What follows belongs to an exercise in optimizing a design on an open flow for small area, a short achievable clock period and few clock cycles; a production flow would make more cautious choices.
Where RTL was checked, it was by simulation tests only, not by an equivalence proof against the original.
The clock port is modelled as an ideal driver, which makes a skipped or thinned clock tree look cheaper than it is; a real chip needs a root buffer or a tree.

run a:
==> flow/design.v <==
module zre_rot (
    input  wire       clk,
    input  wire       rst,
    input  wire       start,
    input  wire [1:0] mode,
    input  wire [4:0] width,      
    input  wire [4:0] height,     
    input  wire       pix_valid,
    input  wire       pix,
    output reg        out_valid,
    output reg  [7:0] out_byte,
    output reg        out_last
);
    reg [1:0]  cfg_mode;
    reg [3:0]  wm1, hm1;           
    reg        busy;               
    reg        in_act;             
    reg [3:0]  ic;                 
    reg [3:0]  oc;                 
    reg        m0_pend;            
    reg        k;                  
    reg [3:0]  p;                  
    reg [4:0]  q;                  
    reg [15:0] col [0:15];
    reg        pv, px;
    always @(posedge clk) begin
        pv <= pix_valid;
        px <= pix;
    end
    wire m_none = (cfg_mode == 2'd0);
    wire m_cw   = (cfg_mode == 2'd1);
    wire m_180  = (cfg_mode == 2'd3);
    wire transp = cfg_mode[0] ^ cfg_mode[1];
    wire in_done = busy & ~in_act;
    wire [3:0] owm1 = transp ? hm1 : wm1;         
    wire [3:0] ohm1 = transp ? wm1 : hm1;         
    reg        s2;                                 
    wire we      = pv & in_act;
    wire row_end = m_180 ? (ic == 4'd0) : (ic == wm1);
    wire last_y  = m_cw ? (oc == 4'd0) : (oc == hm1);
    wire [3:0] wc = transp ? oc : ic;
    integer i;
    always @(posedge clk) begin
        for (i = 0; i < 16; i = i + 1)
            if (we && wc == i[3:0])
                col[i] <= {col[i][14:0], px};
    end
    wire ready    = m_none ? m0_pend : (m_cw ? ~q[4] : in_done);
    wire emit     = busy & ready;
    wire row_last = m_cw ? (p == 4'd0) : (p == ohm1);
    wire k_end    = (k == s2);
    wire row_adv  = emit & ~m_none & k_end;
    wire last_b   = m_none ? in_done : (k_end & row_last);
    reg [7:0] rd;
    integer b;
    always @(*) begin
        for (b = 0; b < 8; b = b + 1) begin
            if (k)
                rd[7 - b] = col[8 + b][p];
            else if (b == 0)
                rd[7 - b] = col[0][m_cw ? q[3:0] : p];
            else
                rd[7 - b] = col[b][p];
            if (!((~k & owm1[3]) | (b[2:0] <= owm1[2:0])))
                rd[7 - b] = 1'b0;
        end
    end
    wire q_up = we & last_y;                       
    wire q_dn = row_adv;
    always @(posedge clk) begin
        if (rst) begin
            busy      <= 1'b0;
            in_act    <= 1'b0;
            m0_pend   <= 1'b0;
            out_valid <= 1'b0;
        end else begin
            out_valid <= emit;
            m0_pend   <= we & m_none & ((ic[2:0] == 3'd7) | row_end);
            if (!busy) begin
                busy   <= start;
                in_act <= start;
            end else begin
                if (we && row_end && last_y) in_act <= 1'b0;
                if (emit && last_b) busy <= 1'b0;
            end
        end
    end
    always @(posedge clk) begin
        out_byte <= rd;
        out_last <= last_b;
        if (!busy) begin
            cfg_mode <= mode;
            wm1      <= 4'(width - 5'd1);
            hm1      <= 4'(height - 5'd1);
            ic       <= (mode == 2'd3) ? 4'(width - 5'd1) : 4'd0;
            oc       <= (mode == 2'd1) ? 4'(height - 5'd1) : 4'd0;
            k        <= 1'b0;
            p        <= (mode == 2'd1) ? 4'(width - 5'd1) : 4'd0;
            q        <= 5'h1f;
            s2       <= (mode[0] ^ mode[1]) ? (height > 5'd8) : (width > 5'd8);
        end else begin
            if (we) begin
                if (row_end)
                    ic <= m_180 ? wm1 : 4'd0;
                else
                    ic <= m_180 ? ic - 4'd1 : ic + 4'd1;
                if (row_end)
                    oc <= m_cw ? oc - 4'd1 : oc + 4'd1;
                if (m_none) k <= ic[3];
            end
            if (emit && !m_none) begin
                k <= ~k & s2;
                if (k_end)
                    p <= m_cw ? p - 4'd1 : p + 4'd1;
            end
            if (q_up && !q_dn)
                q <= q + 5'd1;
            else if (q_dn && !q_up)
                q <= q - 5'd1;
        end
    end
endmodule
Settings: LEC_CHECK=0, CAP_MARGIN=20, CORE_MARGIN=2, CORE_UTILIZATION=65, PLACE_DENSITY=0.75, SLEW_MARGIN=20, SYNTH_MEMORY_MAX_BITS=4096, BUFFER_PORTS_ARGS=-buffer_cell sky130_fd_sc_hd__buf_2, PRE_CTS_TCL=/design/flow/flow/manual_cts.tcl, SETUP_SLACK_MARGIN=7.3; clock period 10.0 ns.
standard.sh (not shown) runs the stock make flow with config.mk's settings and CLKGATE_MAP_FILE= SYNTH_SCRIPT=/design/flow/synth_recipe.tcl, a recipe that flattens the netlist after the stock synthesis.
==> flow/flow/run.sh <==
#!/bin/bash
# The standard ORFS layout (standard.sh: standard synthesis, floorplan,
# placement, CTS, routing) with a few settings of its steps changed:
#  - port buffers are plain buffers (buf_2) instead of the delay cells that
#    buffer_ports picks by itself,
#  - the clock tree is a balanced two-level tree of clkbuf_16 built by
#    flow/manual_cts.tcl (PRE_CTS_TCL) instead of TritonCTS,
#  - repair_timing aims at 7.3 ns of setup slack on the design's 10 ns clock
#    (the SDC is the standard flow's, unchanged).
# make's full output goes to standard.log; ORFS keeps each step's log under
# orfs/logs/.
set -euo pipefail
cat >> config.mk <<EOC
export BUFFER_PORTS_ARGS = -buffer_cell sky130_fd_sc_hd__buf_2
export PRE_CTS_TCL = $PWD/flow/manual_cts.tcl
export SETUP_SLACK_MARGIN = 7.3
EOC
bash standard.sh > standard.log 2>&1
Other scripts of this flow, unchanged in this note and not shown: flow/flow/manual_cts.tcl
Testbench counts of run a, summed over its fixed seeds: cycles 92,706.
diff inputs: run a => run b
diff --git a/flow/design.v b/flow/design.v
--- a/flow/design.v
+++ b/flow/design.v
@@ -63,12 +63,12 @@
                 rd[7 - b] = col[b][p];
             if (!((~k & owm1[3]) | (b[2:0] <= owm1[2:0])))
                 rd[7 - b] = 1'b0;
         end
     end
-    wire q_up = we & last_y;                       
-    wire q_dn = row_adv;
+    wire q_up = we & (oc == 4'd0);                 
+    wire q_dn = busy & ~q[4] & k_end;              
     always @(posedge clk) begin
         if (rst) begin
             busy      <= 1'b0;
             in_act    <= 1'b0;
             m0_pend   <= 1'b0;
## What came out
Between run a and run b, layout-stage area growth over the synthesis result decreased.
As of run b, net total in the final layout had fallen slightly compared to run a.
Sum of routed wire length over all layers ends up higher on run a.
The lower share of the clock period used by the worst path after layout of run a and run b is in run b.
On initial antenna violation count, run a and run b are basically level.
When run b is measured against run a, its compound-cell area share of the yosys netlist turns out 0.36 points lower.
NOTE post-synthesis cell type count run a->run b increased by a few percent
Testbench counts of run b, summed over its fixed seeds: cycles 92,706.
In every run of this note, the design's own scripts or RTL, not TritonCTS, make the clock network.

* * *

P:
Another version of the RTL of zre_rot (not shown whole).
For scale: ~700 cells after synthesis, roughly 27 I/O pins.
==> module zre_rot, before the edit <==
module zre_rot (
    input  wire       clk,
    input  wire       rst,
    input  wire       start,
    input  wire [1:0] mode,
    input  wire [4:0] width,      
    input  wire [4:0] height,     
    input  wire       pix_valid,
    input  wire       pix,
    output reg        out_valid,
    output reg  [7:0] out_byte,
    output reg        out_last
);
    reg [1:0]  cfg_mode;
    reg [3:0]  wm1, hm1;           
    reg        busy;               
    reg        in_act;             
    reg [3:0]  ic;                 
    reg [3:0]  oc;                 
    reg        m0_pend;            
    reg        k;                  
    reg [3:0]  p;                  
    reg        s2;                 
    reg [15:0] col [0:15];
    reg        pv, px;
    reg        fresh;
    always @(posedge clk) begin
        pv    <= pix_valid;
        px    <= pix;
        fresh <= start & ~busy;
    end
    wire m_none = (cfg_mode == 2'd0);
    wire m_cw   = (cfg_mode == 2'd1);
    wire m_180  = (cfg_mode == 2'd3);
    wire transp = cfg_mode[0] ^ cfg_mode[1];
    wire in_done = busy & ~in_act;
    wire [3:0] owm1 = transp ? hm1 : wm1;         
    wire [3:0] ohm1 = transp ? wm1 : hm1;         
    wire [3:0] icz = ic ^ {4{m_180}};
    wire [3:0] ic_step = ic ^ {&icz[2:0], &icz[1:0], icz[0], 1'b1};
    wire [3:0] ocz = oc ^ {4{m_cw}};
    wire [3:0] oc_step = oc ^ {&ocz[2:0], &ocz[1:0], ocz[0], 1'b1};
    wire [3:0] pz = p ^ {4{m_cw}};
    wire [3:0] p_step = p ^ {&pz[2:0], &pz[1:0], pz[0], 1'b1};
    wire [3:0] w_m1 = width[3:0] ^ {~|width[2:0], ~|width[1:0], ~width[0], 1'b1};
    wire [3:0] h_m1 = height[3:0] ^ {~|height[2:0], ~|height[1:0], ~height[0], 1'b1};
    wire we      = pv & in_act;
    wire row_end = m_180 ? (ic == 4'd0) : (ic == wm1);
    wire last_y  = m_cw ? (oc == 4'd0) : (oc == hm1);
    wire [3:0] wc = transp ? oc : ic;
    integer i;
    always @(posedge clk) begin
        for (i = 0; i < 16; i = i + 1)
            if (we && wc == i[3:0])
                col[i] <= {col[i][14:0], px};
    end
    wire ready    = m_none ? m0_pend : in_done;
    wire emit     = busy & ready;
    wire row_last = m_cw ? (p == 4'd0) : (p == ohm1);
    wire k_end    = (k == s2);
    wire last_b   = m_none ? in_done : (k_end & row_last);
    reg [7:0] rd;
    integer b;
    always @(*) begin
        for (b = 0; b < 8; b = b + 1) begin
            rd[7 - b] = k ? col[8 + b][p] : col[b][p];
            if (!((~k & owm1[3]) | (b[2:0] <= owm1[2:0])))
                rd[7 - b] = 1'b0;
        end
    end
    always @(posedge clk) begin
        if (rst) begin
            busy      <= 1'b0;
            in_act    <= 1'b0;
            m0_pend   <= 1'b0;
            out_valid <= 1'b0;
        end else begin
            out_valid <= emit;
            m0_pend   <= we & m_none & ((ic[2:0] == 3'd7) | row_end);
            if (!busy) begin
                busy   <= start;
                in_act <= start;
            end else begin
                if (we && row_end && last_y) in_act <= 1'b0;
                if (emit && last_b) busy <= 1'b0;
            end
        end
    end
    always @(posedge clk) begin
        out_byte <= rd;
        out_last <= last_b;
        if (!busy) begin
            cfg_mode <= mode;
            wm1      <= w_m1;
            hm1      <= h_m1;
            k        <= 1'b0;
        end else if (fresh) begin
            ic       <= m_180 ? wm1 : 4'd0;
            oc       <= m_cw ? hm1 : 4'd0;
            p        <= m_cw ? wm1 : 4'd0;
            s2       <= transp ? hm1[3] : wm1[3];
        end else begin
            if (we) begin
                ic <= row_end ? (m_180 ? wm1 : 4'd0) : ic_step;
                if (row_end)
                    oc <= oc_step;
                if (m_none) k <= ic[3];
            end
            if (emit && !m_none) begin
                k <= ~k & s2;
                if (k_end)
                    p <= p_step;
            end
        end
    end
endmodule
Settings: LEC_CHECK=0, CAP_MARGIN=5, CORE_MARGIN=2, CORE_UTILIZATION=65, PLACE_DENSITY=0.75, SLEW_MARGIN=5, SYNTH_MEMORY_MAX_BITS=4096, BUFFER_PORTS_ARGS=-buffer_cell sky130_fd_sc_hd__buf_2, PRE_CTS_TCL=/design/flow/flow/manual_cts.tcl, SETUP_SLACK_MARGIN=7.25; clock period 10.0 ns.
==> flow/flow/run.sh <==
#!/bin/bash
# The standard ORFS layout (standard.sh: standard synthesis, floorplan,
# placement, CTS, routing) with a few settings of its steps changed:
#  - port buffers are plain buffers (buf_2) instead of the delay cells that
#    buffer_ports picks by itself,
#  - the clock tree is a balanced two-level tree of clkbuf_16 built by
#    flow/manual_cts.tcl (PRE_CTS_TCL) instead of TritonCTS,
#  - repair_timing aims at 7.25 ns of setup slack on the design's 10 ns clock
#    (the SDC is the standard flow's, unchanged).
# make's full output goes to standard.log; ORFS keeps each step's log under
# orfs/logs/.
set -euo pipefail
cat >> config.mk <<EOC
export BUFFER_PORTS_ARGS = -buffer_cell sky130_fd_sc_hd__buf_2
export PRE_CTS_TCL = $PWD/flow/manual_cts.tcl
export SETUP_SLACK_MARGIN = 7.25
EOC
bash standard.sh > standard.log 2>&1
Other scripts of this flow, unchanged in this note and not shown: flow/flow/manual_cts.tcl
For Q, these inputs were changed with respect to P:
--- a/flow/design.v
+++ b/flow/design.v
@@ -17,13 +17,13 @@
     reg        in_act;             
     reg [3:0]  ic;                 
     reg [3:0]  oc;                 
     reg        m0_pend;            
     reg        k;                  
     reg [3:0]  p;                  
-    reg        s2;                 
+    reg [4:0]  q;                  
     reg [15:0] col [0:15];
     reg        pv, px;
     reg        fresh;
     always @(posedge clk) begin
         pv    <= pix_valid;
         px    <= pix;
@@ -33,44 +33,55 @@
     wire m_cw   = (cfg_mode == 2'd1);
     wire m_180  = (cfg_mode == 2'd3);
     wire transp = cfg_mode[0] ^ cfg_mode[1];
     wire in_done = busy & ~in_act;
     wire [3:0] owm1 = transp ? hm1 : wm1;         
     wire [3:0] ohm1 = transp ? wm1 : hm1;         
+    reg        s2;                                 
     wire [3:0] icz = ic ^ {4{m_180}};
     wire [3:0] ic_step = ic ^ {&icz[2:0], &icz[1:0], icz[0], 1'b1};
     wire [3:0] ocz = oc ^ {4{m_cw}};
     wire [3:0] oc_step = oc ^ {&ocz[2:0], &ocz[1:0], ocz[0], 1'b1};
     wire [3:0] pz = p ^ {4{m_cw}};
     wire [3:0] p_step = p ^ {&pz[2:0], &pz[1:0], pz[0], 1'b1};
+    wire [4:0] q_inc = q ^ {&q[3:0], &q[2:0], &q[1:0], q[0], 1'b1};
+    wire [4:0] q_dec = q ^ {~|q[3:0], ~|q[2:0], ~|q[1:0], ~q[0], 1'b1};
     wire [3:0] w_m1 = width[3:0] ^ {~|width[2:0], ~|width[1:0], ~width[0], 1'b1};
     wire [3:0] h_m1 = height[3:0] ^ {~|height[2:0], ~|height[1:0], ~height[0], 1'b1};
     wire we      = pv & in_act;
     wire row_end = m_180 ? (ic == 4'd0) : (ic == wm1);
     wire last_y  = m_cw ? (oc == 4'd0) : (oc == hm1);
     wire [3:0] wc = transp ? oc : ic;
     integer i;
     always @(posedge clk) begin
         for (i = 0; i < 16; i = i + 1)
             if (we && wc == i[3:0])
                 col[i] <= {col[i][14:0], px};
     end
-    wire ready    = m_none ? m0_pend : in_done;
+    wire ready    = m_none ? m0_pend : (m_cw ? ~q[4] : in_done);
     wire emit     = busy & ready;
     wire row_last = m_cw ? (p == 4'd0) : (p == ohm1);
     wire k_end    = (k == s2);
+    wire row_adv  = emit & ~m_none & k_end;
     wire last_b   = m_none ? in_done : (k_end & row_last);
     reg [7:0] rd;
     integer b;
     always @(*) begin
         for (b = 0; b < 8; b = b + 1) begin
-            rd[7 - b] = k ? col[8 + b][p] : col[b][p];
+            if (k)
+                rd[7 - b] = col[8 + b][p];
+            else if (b == 0)
+                rd[7 - b] = col[0][m_cw ? q[3:0] : p];
+            else
+                rd[7 - b] = col[b][p];
             if (!((~k & owm1[3]) | (b[2:0] <= owm1[2:0])))
                 rd[7 - b] = 1'b0;
         end
     end
+    wire q_up = we & (oc == 4'd0);                 
+    wire q_dn = busy & ~q[4] & k_end;              
     always @(posedge clk) begin
         if (rst) begin
             busy      <= 1'b0;
             in_act    <= 1'b0;
             m0_pend   <= 1'b0;
             out_valid <= 1'b0;
@@ -91,12 +102,13 @@
         out_last <= last_b;
         if (!busy) begin
             cfg_mode <= mode;
             wm1      <= w_m1;
             hm1      <= h_m1;
             k        <= 1'b0;
+            q        <= 5'h1f;
         end else if (fresh) begin
             ic       <= m_180 ? wm1 : 4'd0;
             oc       <= m_cw ? hm1 : 4'd0;
             p        <= m_cw ? wm1 : 4'd0;
             s2       <= transp ? hm1[3] : wm1[3];
         end else begin
@@ -108,9 +120,13 @@
             end
             if (emit && !m_none) begin
                 k <= ~k & s2;
                 if (k_end)
                     p <= p_step;
             end
+            if (q_up && !q_dn)
+                q <= q_inc;
+            else if (q_dn && !q_up)
+                q <= q_dec;
         end
     end
 endmodule
--- outcome ---
Q vs P on fraction of met1 tracks used by global routing: Q is the higher one. sky130_fd_sc_hd__dfxtp_1 as the slowest cell on the critical path was reported by P, and sky130_fd_sc_hd__dfxtp_2 by Q. The total number of placement rows of Q is higher than that of P. Comparing Q and P, the lower first-iteration DRC count is on Q. Instance area at placement in Q is about 2.8% higher than in P. Wire: Q routes less than P. No run among Q and P stopped early or left any final violation; all are clean. P -> Q: wire length of the first global-routing pass flat. For the worst path arrival time, Q came in 0.02 ns lower than P did. Between P and Q, the flow reports post-synthesis instance total increasing by a few percent.
Testbench counts of Q, summed over its fixed seeds: cycles 92,706.
Only the layout flow was run in P; the RTL was not checked for function there. No run of this note takes its clock network from TritonCTS; it comes from the design's own scripts or RTL.

==> what the ideal ports hide <==
In the flow no input, the clock included, has a driving cell. The finished layouts below were timed again as built, in two steps. Step 1, drivers: a clkbuf_16 drives clk and a buf_2 each remaining input, both assumed. Step 2 moves the port delays by t, midway between the first and last clock arrival at a register: inputs arrive t later, outputs are due t later. That takes back most of the time a late clock gives input paths. a / b / c = no drivers / after step 1 / after step 2; a / b = the first two.
run	t (ns)	setup WS [ns]	worst register clock-pin slew, ns	cell pins on the clock port's net
run a	0.407	7.118 / 7.118 / 7.039	0.10 / 0.10	4
run b	0.400	7.242 / 7.145 / 7.066	0.10 / 0.10	4
P	0.397	7.234 / 7.139 / 7.149	0.10 / 0.10	4
Q	0.393	7.247 / 7.151 / 7.193	0.10 / 0.10	4
After both steps setup and hold are still met in every run listed. For run b, which loses most, drivers alone change the setup slack by -0.097 ns; drivers and shift together by -0.176 ns.
